This design comes from an exercise in tuning for small area, a short achievable clock period and few clock cycles per item on the open sky130 flow, not from production work. Function was checked by simulation only, so behaviour that the tests miss may differ from the original.

==> inputs of job 8190 <==
## bsc_fxu
module bsc_fxu (
    input  wire        clk,
    input  wire        rst,         
    input  wire        cmd_valid,
    output wire        cmd_ready,
    input  wire [31:0] cmd,
    input  wire [31:0] arg0,
    input  wire [31:0] arg1,
    output reg         done,
    output reg  [3:0]  err,
    output reg  [31:0] res0,
    output reg  [31:0] res1,
    output reg  [31:0] res2
);
    localparam integer R_MUL  = 8;                   
    localparam integer DSTEPS = 33;                  
    localparam integer XW     = (DSTEPS > 33) ? DSTEPS : 33;
    localparam integer MW     = 34 + R_MUL;          
    localparam [2:0] E_NONE     = 3'd0;
    localparam [2:0] E_INVALID  = 3'd1;
    localparam [2:0] E_DIV0     = 3'd3;
    localparam [2:0] E_OVERFLOW = 3'd4;
    localparam [2:0] E_ILLEGAL  = 3'd5;
    function [32:0] add32;
        input [31:0] a;
        input [31:0] b;
        input        c;
        reg [31:0] p, g, G, P, Gn, Pn;
        integer i, d;
        begin
            p = a ^ b;
            g = a & b;
            G = g; G[0] = g[0] | (p[0] & c);
            P = p;
            for (d = 1; d < 32; d = d * 2) begin
                Gn = G; Pn = P;
                for (i = 0; i < 32; i = i + 1)
                    if ((i / d) % 2 == 1) begin
                        Gn[i] = G[i] | (P[i] & G[(i / d) * d - 1]);
                        Pn[i] = P[i] & P[(i / d) * d - 1];
                    end
                G = Gn; P = Pn;
            end
            add32 = {G[31], p ^ {G[30:0], c}};
        end
    endfunction
    function [33:0] add33;
        input [32:0] a;
        input [32:0] b;
        input        c;
  ...
export LEC_CHECK = 0
export ABC_AREA = 1
export CAP_MARGIN = 20
export CORE_MARGIN = 2
export CORE_UTILIZATION = 50
export SETUP_SLACK_MARGIN = 5
export SLEW_MARGIN = 20
create_clock -name core_clock -period 13.0 [get_ports {clk}]
run.sh (not shown) runs the stock make flow with config.mk's settings and CLKGATE_MAP_FILE= SYNTH_SCRIPT=/design/flow/synth_recipe.tcl, a recipe that flattens the netlist after the stock synthesis.
==> job 4907 (differences from job 8190) <==
--- a/flow/design.v
+++ b/flow/design.v
@@ -17,37 +17,14 @@
     localparam integer XW     = (DSTEPS > 33) ? DSTEPS : 33;
     localparam integer MW     = 34 + R_MUL;          
     localparam [2:0] E_NONE     = 3'd0;
     localparam [2:0] E_INVALID  = 3'd1;
     localparam [2:0] E_DIV0     = 3'd3;
     localparam [2:0] E_OVERFLOW = 3'd4;
     localparam [2:0] E_ILLEGAL  = 3'd5;
-    function [32:0] add32;
-        input [31:0] a;
-        input [31:0] b;
-        input        c;
-        reg [31:0] p, g, G, P, Gn, Pn;
-        integer i, d;
-        begin
-            p = a ^ b;
-            g = a & b;
-            G = g; G[0] = g[0] | (p[0] & c);
-            P = p;
-            for (d = 1; d < 32; d = d * 2) begin
-                Gn = G; Pn = P;
-                for (i = 0; i < 32; i = i + 1)
-                    if ((i / d) % 2 == 1) begin
-                        Gn[i] = G[i] | (P[i] & G[(i / d) * d - 1]);
-                        Pn[i] = P[i] & P[(i / d) * d - 1];
-                    end
-                G = Gn; P = Pn;
-            end
-            add32 = {G[31], p ^ {G[30:0], c}};
-        end
-    endfunction
     function [33:0] add33;
         input [32:0] a;
         input [32:0] b;
         input        c;
         reg [32:0] p, g, G, P, Gn, Pn;
         integer i, d;
         begin
@@ -113,25 +90,26 @@
             addm = {G[MW-1], p ^ {G[MW-2:0], c}};
         end
     endfunction
     reg          busy;           
     reg          ph_exec;        
     reg          ph_mul;         
     reg          ph_div;         
-    reg          ph_flt;         
     reg  [4:0]   cnt;            
     reg          o_tofix, o_toflt, o_fromi, o_add, o_sub, o_mul, o_div, o_int;
     reg          o_frac, o_step, o_center, o_origin, o_clamp, o_neigh, o_nop;
     reg          d_bad;          
-    reg          s_abs, s_nei, s_sub;
+    reg          s_abs, s_nei, s_sub, s_cin, s_flt;
     reg          xb;             
     reg  [2:0]   err_q;
     reg          k_mres;         
     reg          k_cen;          
     reg          k_dres;         
+    reg          k_ares;         
+    reg          k_flt;          
     reg          sgn;
     reg  [32:0]  R;              
     reg  [XW-1:0] X;             
     reg  [31:0]  Y;              
     assign cmd_ready = !busy;
     wire [31:0] a = X[31:0];
     wire [31:0] b = Y;
@@ -170,35 +148,25 @@
             end else begin
                 tofix_mag  = {8'd0, f_mant} >> rsh[4:0];
                 tofix_lost = ((f_mant & ~({24{1'b1}} << rsh[4:0])) != 24'd0);
             end
         end
     end
     wire        tofix_ovf = tofix_big && !(f_s && (f_sh == 10'sd8) && (f_mant == 24'h800000));
-    wire [31:0] t_norm = a << Y[4:0];                  
-    wire        t_rest = (t_norm[7:0] != 8'd0);
+    wire        t_rest = (X[7:0] != 8'd0);
     wire [7:0]  t_exp  = 8'd142 - {3'd0, Y[4:0]};
     wire [DSTEPS-1:0] q = X[DSTEPS-1:0];
     wire        div_ovf = (q[DSTEPS-1:32] != 0) || (q[31] && (!sgn || (q[30:0] != 31'd0)));
-    reg  [31:0] u_v;
-    reg         u_inv;
-    reg         u_cin;
-    always @* begin
-        if (ph_flt) begin
-            u_v = {1'b0, t_exp, t_norm[30:8]}; u_inv = 1'b0; u_cin = sgn & t_rest;
-        end else begin
-            u_v = tofix_mag; u_inv = f_s; u_cin = f_s & !tofix_lost;
-        end
-    end
-    wire [32:0] u_add = add32(u_v ^ {32{u_inv}}, 32'd0, u_cin);
-    wire [31:0] u_out = u_add[31:0];
-    wire [32:0] as_x = s_abs ? 33'd0 : (s_nei ? {{17{a[31]}}, a[31:16]} : {a[31], a});
-    wire [32:0] as_y = s_abs ? {a[31], a} : {b[31], b};
+    wire [32:0] as_x = s_abs ? 33'd0 :
+                       s_flt ? {2'b00, t_exp, X[30:8]} :
+                       s_nei ? {{17{a[31]}}, a[31:16]} : {a[31], a};
+    wire [32:0] as_y = s_abs ? {a[31], a} : s_flt ? 33'd0 : {b[31], b};
     wire        as_s = s_sub;
-    wire [33:0] as_add = add33(as_x, as_y ^ {33{as_s}}, as_s);
+    wire        as_c = s_flt ? (sgn & t_rest) : s_cin;
+    wire [33:0] as_add = add33(as_x, as_y ^ {33{as_s}}, as_c);
     wire [32:0] as_r   = as_add[32:0];
     wire        as_ovf = as_r[32] ^ as_r[31];
     wire [31:0] abs_a  = as_r[31:0];
     reg  [4:0]  t_lz;
     integer     i;
     always @* begin
         t_lz = 5'd0;
@@ -270,45 +238,38 @@
     always @(posedge clk) begin
         if (rst) begin
             busy    <= 1'b0;
             done    <= 1'b0;
             ph_exec <= 1'b0;
             ph_mul  <= 1'b0;
             ph_div  <= 1'b0;
-            ph_flt  <= 1'b0;
         end else begin
             done    <= 1'b0;
             ph_exec <= 1'b0;
             if (!busy) begin
                 if (cmd_valid) begin
                     busy    <= 1'b1;
                     ph_exec <= 1'b1;
                 end
             end else if (ph_exec) begin
                 if (o_mul || ((o_center || o_origin) && map_ok)) begin
                     ph_mul <= 1'b1;
                 end else if (d_go) begin
                     ph_div <= 1'b1;
-                end else if (o_toflt) begin
-                    ph_flt <= 1'b1;
                 end else begin
                     busy <= 1'b0;
                     done <= 1'b1;
                 end
             end else if (ph_mul || ph_div) begin
                 if (ph_div && d_skip ? (cnt == 5'd3) : (cnt == 5'd0)) begin
                     ph_mul <= 1'b0;
                     ph_div <= 1'b0;
                     busy   <= 1'b0;
                     done   <= 1'b1;
                 end
-            end else begin  
-                ph_flt <= 1'b0;
-                busy   <= 1'b0;
-                done   <= 1'b1;
             end
         end
     end
     always @(posedge clk) begin
         if (!busy) begin
             if (cmd_valid) begin
                 o_nop    <= hz && (opc == 8'h00);
@@ -326,23 +287,28 @@
                 o_origin <= hz && (opc == 8'h22);
                 o_clamp  <= hz && (opc == 8'h23);
                 o_neigh  <= hz && (opc == 8'h24);
                 s_abs    <= c_dv | c_toflt;
                 s_nei    <= hz && (opc == 8'h24);
                 s_sub    <= (c_dv | c_toflt) ? arg0[31] :
                             (hz && ((opc == 8'h14) || (opc == 8'h23) || (opc == 8'h24)));
+                s_cin    <= (c_dv | c_toflt) ? arg0[31] :
+                            (hz && ((opc == 8'h14) || (opc == 8'h23) || (opc == 8'h24)));
+                s_flt    <= 1'b0;
                 d_bad    <= c_div ? (arg1 == 32'd0) :
                             (arg0[31] || (arg0[30:15] != 16'd0) || (arg0[14:0] == 15'd0) ||
                              arg1[31] || (arg1[30:15] != 16'd0) || (arg1[14:0] == 15'd0));
                 sgn      <= arg0[31] ^ (arg1[31] & c_dv);
                 Y        <= arg1;
                 R        <= (hz && (opc == 8'h21)) ? {2'b00, arg1[31:1]} : 33'd0;
                 X        <= {{(XW-32){1'b0}}, arg0};
                 k_mres   <= 1'b0;
                 k_dres   <= 1'b0;
+                k_ares   <= 1'b0;
+                k_flt    <= 1'b0;
                 xb       <= 1'b0;
             end
         end else if (ph_exec) begin
             err_q <= E_NONE;
             k_cen <= o_center;
             if (o_mul || ((o_center || o_origin) && map_ok)) begin
                 cnt    <= o_mul ? (32 / R_MUL - 2) : (16 / R_MUL - 2);
@@ -350,23 +316,34 @@
                 R      <= m_sum[MW-1:R_MUL];
                 X      <= {{(XW-32){1'b0}}, m_sum[R_MUL-1:0], X[31:R_MUL]};
             end else if (d_go) begin
                 cnt <= 5'd15;
                 R   <= {1'b0, d_rem};
                 X   <= d_x;
             end else if (o_toflt) begin
-                X <= {{(XW-32){1'b0}}, abs_a};
-                Y <= {27'd0, t_lz};
+                X      <= {{(XW-32){1'b0}}, abs_a << t_lz};
+                Y      <= {27'd0, t_lz};
+                s_abs  <= 1'b0;
+                s_flt  <= 1'b1;
+                s_sub  <= 1'b0;
+                k_ares <= 1'b1;
+                k_flt  <= 1'b1;
             end else begin
                 X <= {XW{1'b0}};
                 Y <= 32'd0;
                 if (o_tofix) begin
                     if (f_nan)                   err_q <= E_INVALID;
                     else if (f_inf || tofix_ovf) err_q <= E_OVERFLOW;
-                    else                         X[31:0] <= u_out;
+                    else begin
+                        X[31:0] <= tofix_mag;
+                        s_abs   <= 1'b1;
+                        s_sub   <= f_s;
+                        s_cin   <= f_s & !tofix_lost;
+                        k_ares  <= 1'b1;
+                    end
                 end else if (o_fromi) begin
                     if (fromi_ok) X[31:0] <= {a[15:0], 16'd0};
                     else          err_q   <= E_OVERFLOW;
                 end else if (o_add || o_sub) begin
                     if (!as_ovf) X[31:0] <= as_r[31:0];
                     else         err_q   <= E_OVERFLOW;
                 end else if (o_int) begin
@@ -396,36 +373,39 @@
             xb     <= X[R_MUL-1];
             R      <= m_sum[MW-1:R_MUL];
             X      <= {{(XW-32){1'b0}}, m_sum[R_MUL-1:0], X[31:R_MUL]};
             k_mres <= (cnt == 5'd0);
         end else if (ph_div) begin
             k_dres <= d_skip ? (cnt == 5'd3) : (cnt == 5'd0);
             s_sub  <= sgn;       
+            s_cin  <= sgn;
             if (d_skip) begin
                 cnt <= cnt - 5'd4;
                 R   <= {1'b0, R[23:0], X[32:25]};
                 X   <= {X[24:0], 8'd0};
             end else begin
                 cnt <= cnt - 5'd1;
                 R   <= {1'b0, d_rem};
                 X   <= d_x;
             end
-        end else if (ph_flt) begin
-            X <= {{(XW-32){1'b0}}, (a == 32'd0) ? 32'd0 : {sgn, u_out[30:0]}};
-            Y <= 32'd0;
         end
     end
     wire mul_ovf = k_cen ? (!R[32] && ((R[31:15] != 17'd0) || ((&R[14:0]) && X[31])))
                          : !((R[32:15] == 18'd0) || (&R[32:15]));
     always @* begin
         if (k_mres) begin
             err  = mul_ovf ? {1'b0, E_OVERFLOW} : 4'd0;
             res0 = mul_ovf ? 32'd0 : {R[15:0], X[31:16]};
             res1 = 32'd0;
             res2 = 32'd0;
+        end else if (k_ares) begin
+            err  = 4'd0;
+            res0 = !k_flt ? as_r[31:0] : (a == 32'd0) ? 32'd0 : {sgn, as_r[30:0]};
+            res1 = 32'd0;
+            res2 = 32'd0;
         end else if (k_dres) begin
             err  = div_ovf ? {1'b0, E_OVERFLOW} : 4'd0;
             res0 = div_ovf ? 32'd0 : as_r[31:0];
             res1 = 32'd0;
             res2 = 32'd0;
         end else begin
             err  = {1'b0, err_q};
==> flow/config.mk (replaced) <==
export PLATFORM = sky130hd
export DESIGN_NAME = bsc_fxu
export DESIGN_NICKNAME = bsc_fxu
export VERILOG_FILES = /design/flow/design.v
export SDC_FILE = /design/flow/constraint.sdc
export NUM_CORES = 4
export LEC_CHECK = 0
export CAP_MARGIN = 20
export CORE_MARGIN = 2
export CORE_UTILIZATION = 50
export SETUP_SLACK_MARGIN = 5
export SLEW_MARGIN = 20
==> job 401 (differences from job 8190) <==
==> flow/config.mk (replaced) <==
export PLATFORM = sky130hd
export DESIGN_NAME = bsc_fxu
export DESIGN_NICKNAME = bsc_fxu
export VERILOG_FILES = /design/flow/design.v
export SDC_FILE = /design/flow/constraint.sdc
export NUM_CORES = 4
export LEC_CHECK = 0
export CAP_MARGIN = 20
export CORE_MARGIN = 2
export CORE_UTILIZATION = 50
export SETUP_SLACK_MARGIN = 5
export SLEW_MARGIN = 20
==> comparison table <==
metric	job 401	job 4907	job 8190
Result of the run	timing/DRC/antenna clean	timing/DRC/antenna clean	timing/DRC/antenna clean
Fraction of layout cells with a size suffix above 1	8.88%	9.43%	7.99%
Post-synthesis area per instance	7.53 um2	7.59 um2	6.22 um2
Setup ws final	5020 ps	5030 ps	5190 ps
Worst Hold Launch	cnt[0]$_DFFE_PP_	ph_div$_SDFFE_PP0P_	o_center$_DFFE_PP_
Routed wire length on met2	67.9 mm	62.9 mm	72.2 mm
Floorplan row count	94	92	93
Post-synthesis cell count	4,373	4,178	5,277
Worst hold slack	665 ps	553 ps	555 ps
Post-route core utilization	56.1%	57.1%	57.0%
Pin count of the biggest net entering global routing	67	70	84
Source of the critical timing path	X[15]$_DFFE_PP_	X[0]$_DFFE_PP_	s_abs$_DFFE_PP_
Buffering stage count on the worst path with inverters included	4	5	6
Number of global-route vias before repair	34,800	32,900	36,600
Num sequential	135	137	135
Half-perimeter wire length after placement	126 mm	122 mm	133 mm
Cell Count Post-Placement	5,199	4,995	6,092
Routed met3 length	28.6 mm	28.8 mm	27.0 mm
Post-route clock skew	22.1 ps	18.6 ps	23.1 ps
Testbench counts of job 8190, summed over its fixed seeds: cycles 35,538, items 9,600.
Testbench counts of job 4907, summed over its fixed seeds: cycles 34,934, items 9,600.
Testbench counts of job 401, summed over its fixed seeds: cycles 35,538, items 9,600.

what the ideal ports hide:
The flow's constraints put no driver on any port. The routed layouts listed below were extracted and timed again, unchanged, in two steps. Step 1, drivers: a clkbuf_16 drives clk and a buf_2 each remaining input, both assumed. Step 2 also shifts input and output timing later by t, the mid clock arrival at the registers, as if the neighbouring blocks saw the same clock. Three values: no drivers, after step 1, after step 2; two values: the first two.
| run | shift t [ns] | setup slack, ns | hold slack, ns | latest minus earliest clock arrival (ns) | pins driven straight from the clock port |
|---|---|---|---|---|---|
| job 8190 | 0.534 | 5.189 / 5.127 / 5.204 | 0.555 / 0.555 / 0.555 | 0.023 / 0.023 | 1 |
| job 4907 | 0.528 | 5.025 / 4.957 / 5.059 | 0.553 / 0.553 / 0.553 | 0.020 / 0.019 | 1 |
| job 401 | 0.566 | 5.025 / 4.965 / 5.210 | 0.665 / 0.665 / 0.665 | 0.022 / 0.022 | 1 |
After both steps setup and hold are still met in every run listed.
